Background: an optimization exercise with open tools, aiming at small area, a short achievable clock period and few clock cycles. Do not read the settings as production practice. Function was checked by simulation only, so behaviour that the tests miss may differ from the original. No activity file was given, so power comes from the tool's default toggle rates.

Design msfrx, start of the top module:
module msfrx (
    input  wire        clk,
    input  wire        rst,           
    input  wire [1:0]  cmd,           
    input  wire        cancel,
    input  wire        rx_valid,
    input  wire [7:0]  rx_data,
    input  wire        rx_fault,
    output wire        rx_ready,
    output wire        busy,
    output wire        done,
    output wire        ok,
    output wire        err,
    output wire [3:0]  outcome,
    output reg  [8:0]  frame_len,
    input  wire [7:0]  rd_addr,
    output wire [7:0]  rd_data,
    output wire        trk1_present,
    output wire [8:0]  trk1_lo,
    output wire [8:0]  trk1_hi,
    output wire [8:0]  trk1_nf,
    output wire        trk2_present,
    output wire [8:0]  trk2_lo,
    output wire [8:0]  trk2_hi,
    output wire [8:0]  trk2_nf,
    output wire        trk3_present,
    output wire [8:0]  trk3_lo,
    output wire [8:0]  trk3_hi,
    output wire [8:0]  trk3_nf
);
clock: 7.0 ns
lec_check: 0
cap_margin: 20
core_margin: 2
core_utilization: 65
cts_buf_list: sky130_fd_sc_hd__clkbuf_16
cts_cluster_diameter: 80
cts_cluster_size: 28
place_density: 0.8
setup_slack_margin: 2.5
slew_margin: 20
run.sh (not shown) runs the stock make flow with config.mk's settings and CLKGATE_MAP_FILE= SYNTH_SCRIPT=/design/flow/synth_recipe.tcl, a recipe that flattens the netlist after the stock synthesis.
The starting point finished with timing, DRC and antenna clean.
Testbench counts at the start, summed over its fixed seeds: cycles 16,388.
Next try:
--- a/flow/config.mk
+++ b/flow/config.mk
@@ -8,9 +8,9 @@
 export CAP_MARGIN = 20
 export CORE_MARGIN = 2
-export CORE_UTILIZATION = 65
+export CORE_UTILIZATION = 72
 export CTS_BUF_LIST = sky130_fd_sc_hd__clkbuf_16
 export CTS_CLUSTER_DIAMETER = 80
 export CTS_CLUSTER_SIZE = 28
-export PLACE_DENSITY = 0.8
+export PLACE_DENSITY = 0.76
 export SETUP_SLACK_MARGIN = 2.5
 export SLEW_MARGIN = 20
The changed run finished with timing, DRC and antenna clean.
Final cell count came out lower by 2.2%.
Total power barely changes.
Non-clock buffer count rose by 17.
Design area went down by 0.63%.
Next try:
==> flow/config.mk (replaced) <==
export PLATFORM = sky130hd
export DESIGN_NAME = msfrx
export DESIGN_NICKNAME = msfrx
export VERILOG_FILES = /design/flow/design.v
export SDC_FILE = /design/flow/constraint.sdc
export NUM_CORES = 4
export LEC_CHECK = 0
export CAP_MARGIN = 20
export CORE_MARGIN = 2
export CORE_UTILIZATION = 30
export PLACE_DENSITY = 0.5
export SLEW_MARGIN = 20
=> The changed run ran to the end with violations: negative setup slack. Maximum frequency falls by about a fifth. Setup slack got worse by 1.4 ns. Combinational power fell by a little under a tenth. Clock-buffer cell count goes up by 167.
Next try:
--- a/flow/config.mk
+++ b/flow/config.mk
@@ -8,5 +8,9 @@
 export CAP_MARGIN = 20
 export CORE_MARGIN = 2
-export CORE_UTILIZATION = 30
-export PLACE_DENSITY = 0.5
+export CORE_UTILIZATION = 65
+export CTS_BUF_LIST = sky130_fd_sc_hd__clkbuf_16
+export CTS_CLUSTER_DIAMETER = 80
+export CTS_CLUSTER_SIZE = 28
+export PLACE_DENSITY = 0.7
+export SETUP_SLACK_MARGIN = 4.0
 export SLEW_MARGIN = 20
Outcome:
- This time the run finished with timing, DRC and antenna clean
- maximum frequency rose by 32%
- worst setup slack gains 1.7 ns
- cell area came out lower by 1.8%
- worst hold slack barely changes
- clock power falls by 46%
- via count is higher by 4.6%
Next try:
--- a/flow/config.mk
+++ b/flow/config.mk
@@ -12,5 +12,6 @@
 export CTS_CLUSTER_DIAMETER = 80
 export CTS_CLUSTER_SIZE = 28
+export GPL_TIMING_DRIVEN = 0
 export PLACE_DENSITY = 0.7
-export SETUP_SLACK_MARGIN = 4.0
+export SETUP_SLACK_MARGIN = 2.5
 export SLEW_MARGIN = 20
=>
- global-route usage rises by 7.4 points
- register-to-register slack is worse by 1.1 ns
- synthesized area stays the same

========
msfrx again, from the RTL that the note above started with.
Settings: LEC_CHECK=0, CAP_MARGIN=20, CORE_MARGIN=2, CORE_UTILIZATION=65, CTS_BUF_LIST=sky130_fd_sc_hd__clkbuf_16, CTS_CLUSTER_DIAMETER=80, CTS_CLUSTER_SIZE=28, GPL_ROUTABILITY_DRIVEN=0, PLACE_DENSITY=0.8, SETUP_SLACK_MARGIN=2.5, SLEW_MARGIN=20; clock period 7.0 ns.
Testbench counts at the start, summed over its fixed seeds: cycles 16,388.
Then changed:
- CTS_BUF_LIST: sky130_fd_sc_hd__clkbuf_16 -> sky130_fd_sc_hd__clkbuf_4 sky130_fd_sc_hd__clkbuf_8
- CTS_CLUSTER_DIAMETER: 80 -> not set
- CTS_CLUSTER_SIZE: 28 -> not set
- GPL_ROUTABILITY_DRIVEN: 0 -> not set
- PLACE_DENSITY: 0.8 -> 0.7
- critical path depth climbs by 2
- power rises by about 17%
- core utilization is higher by 2.5 points
- worst setup slack loses 0.012 ns
- wire length decreases by 2.3%
- non-clock buffer count shrinks by 15
- clock skew is higher by 0.0091 ns
- final cell count rose by 6.9%
- first-iteration DRC count is lower by 16%
Then changed:
- CORE_UTILIZATION: 65 -> 78
- CTS_BUF_LIST: sky130_fd_sc_hd__clkbuf_4 sky130_fd_sc_hd__clkbuf_8 -> sky130_fd_sc_hd__clkbuf_16
- CTS_CLUSTER_DIAMETER: not set -> 80
- CTS_CLUSTER_SIZE: not set -> 28
- PLACE_DENSITY: 0.7 -> 0.82
Result:
- With this change the flow stopped in 4_1_cts
- synthesized cell count does not change
- synthesized area stays the same
Then changed:
- CORE_UTILIZATION: 78 -> 65
- PLACE_DENSITY: 0.82 -> 0.8
- SETUP_SLACK_MARGIN: 2.5 -> 4.0
With this change the flow completed without violations.
Synthesized cell count is unchanged.
Synthesized area stays the same.
Then changed:
- PLACE_DENSITY: 0.8 -> 0.7
- SETUP_SLACK_MARGIN: 4.0 -> 1.5
Utilization fell by 3.1 points.
Final area fell by 4.2%.
Hold slack degrades by 0.0054 ns.
Power fell by 2.8%.
First-iteration DRC count fell by 27%.
Count of clock-buffer cells in the layout rose by 1.
Final cell count fell by 2.6%.
Die area stays the same.
Via count fell by 8.5%.

-- afterwards: timing with drivers on the ports --
Ports are ideal in the flow. The routed layouts listed here were re-timed in OpenROAD.
Step 1 assumes that a clkbuf_16 drives the clock port and a buf_2 every other input.
Step 2 times the ports against the registers' clock, not the clock port: input delays grow and output delays shrink by t, the midpoint of the rising clock arrivals with the driver on.
a / b / c = ideal / step 1 / step 2; a / b = the first two.
| run | t (ns) | setup WS [ns] | clock arrival spread, ns | worst register clock-pin slew, ns | pins driven straight from the clock port |
|---|---|---|---|---|---|
| the first run of note 1 | 0.842 | 1.600 / 1.265 / 1.265 | 0.054 / 0.054 | 0.11 / 0.11 | 1 |
| the second run of note 1 | 0.810 | 1.403 / 1.183 / 1.183 | 0.056 / 0.056 | 0.12 / 0.12 | 1 |
| the third run of note 1 | 0.949 | -0.014 / -0.096 / -0.096 | 0.060 / 0.060 | 0.07 / 0.07 | 1 |
| the fourth run of note 1 | 0.818 | 1.688 / 1.335 / 1.335 | 0.037 / 0.037 | 0.11 / 0.11 | 1 |
| the fifth run of note 1 | 0.837 | 1.312 / 1.253 / 1.253 | 0.042 / 0.041 | 0.11 / 0.11 | 1 |
| the first run of note 2 | 0.842 | 1.600 / 1.265 / 1.265 | 0.054 / 0.054 | 0.11 / 0.11 | 1 |
| the second run of note 2 | 1.079 | 1.587 / 1.222 / 1.222 | 0.064 / 0.064 | 0.07 / 0.07 | 1 |
| the fourth run of note 2 | 0.812 | 1.557 / 1.159 / 1.159 | 0.062 / 0.062 | 0.12 / 0.12 | 1 |
| the fifth run of note 2 | 0.801 | 1.461 / 1.256 / 1.256 | 0.040 / 0.039 | 0.11 / 0.11 | 1 |
The setup slack of the fourth run of note 2, which loses most, moves by -0.398 ns with the drivers and by -0.398 ns with both steps.
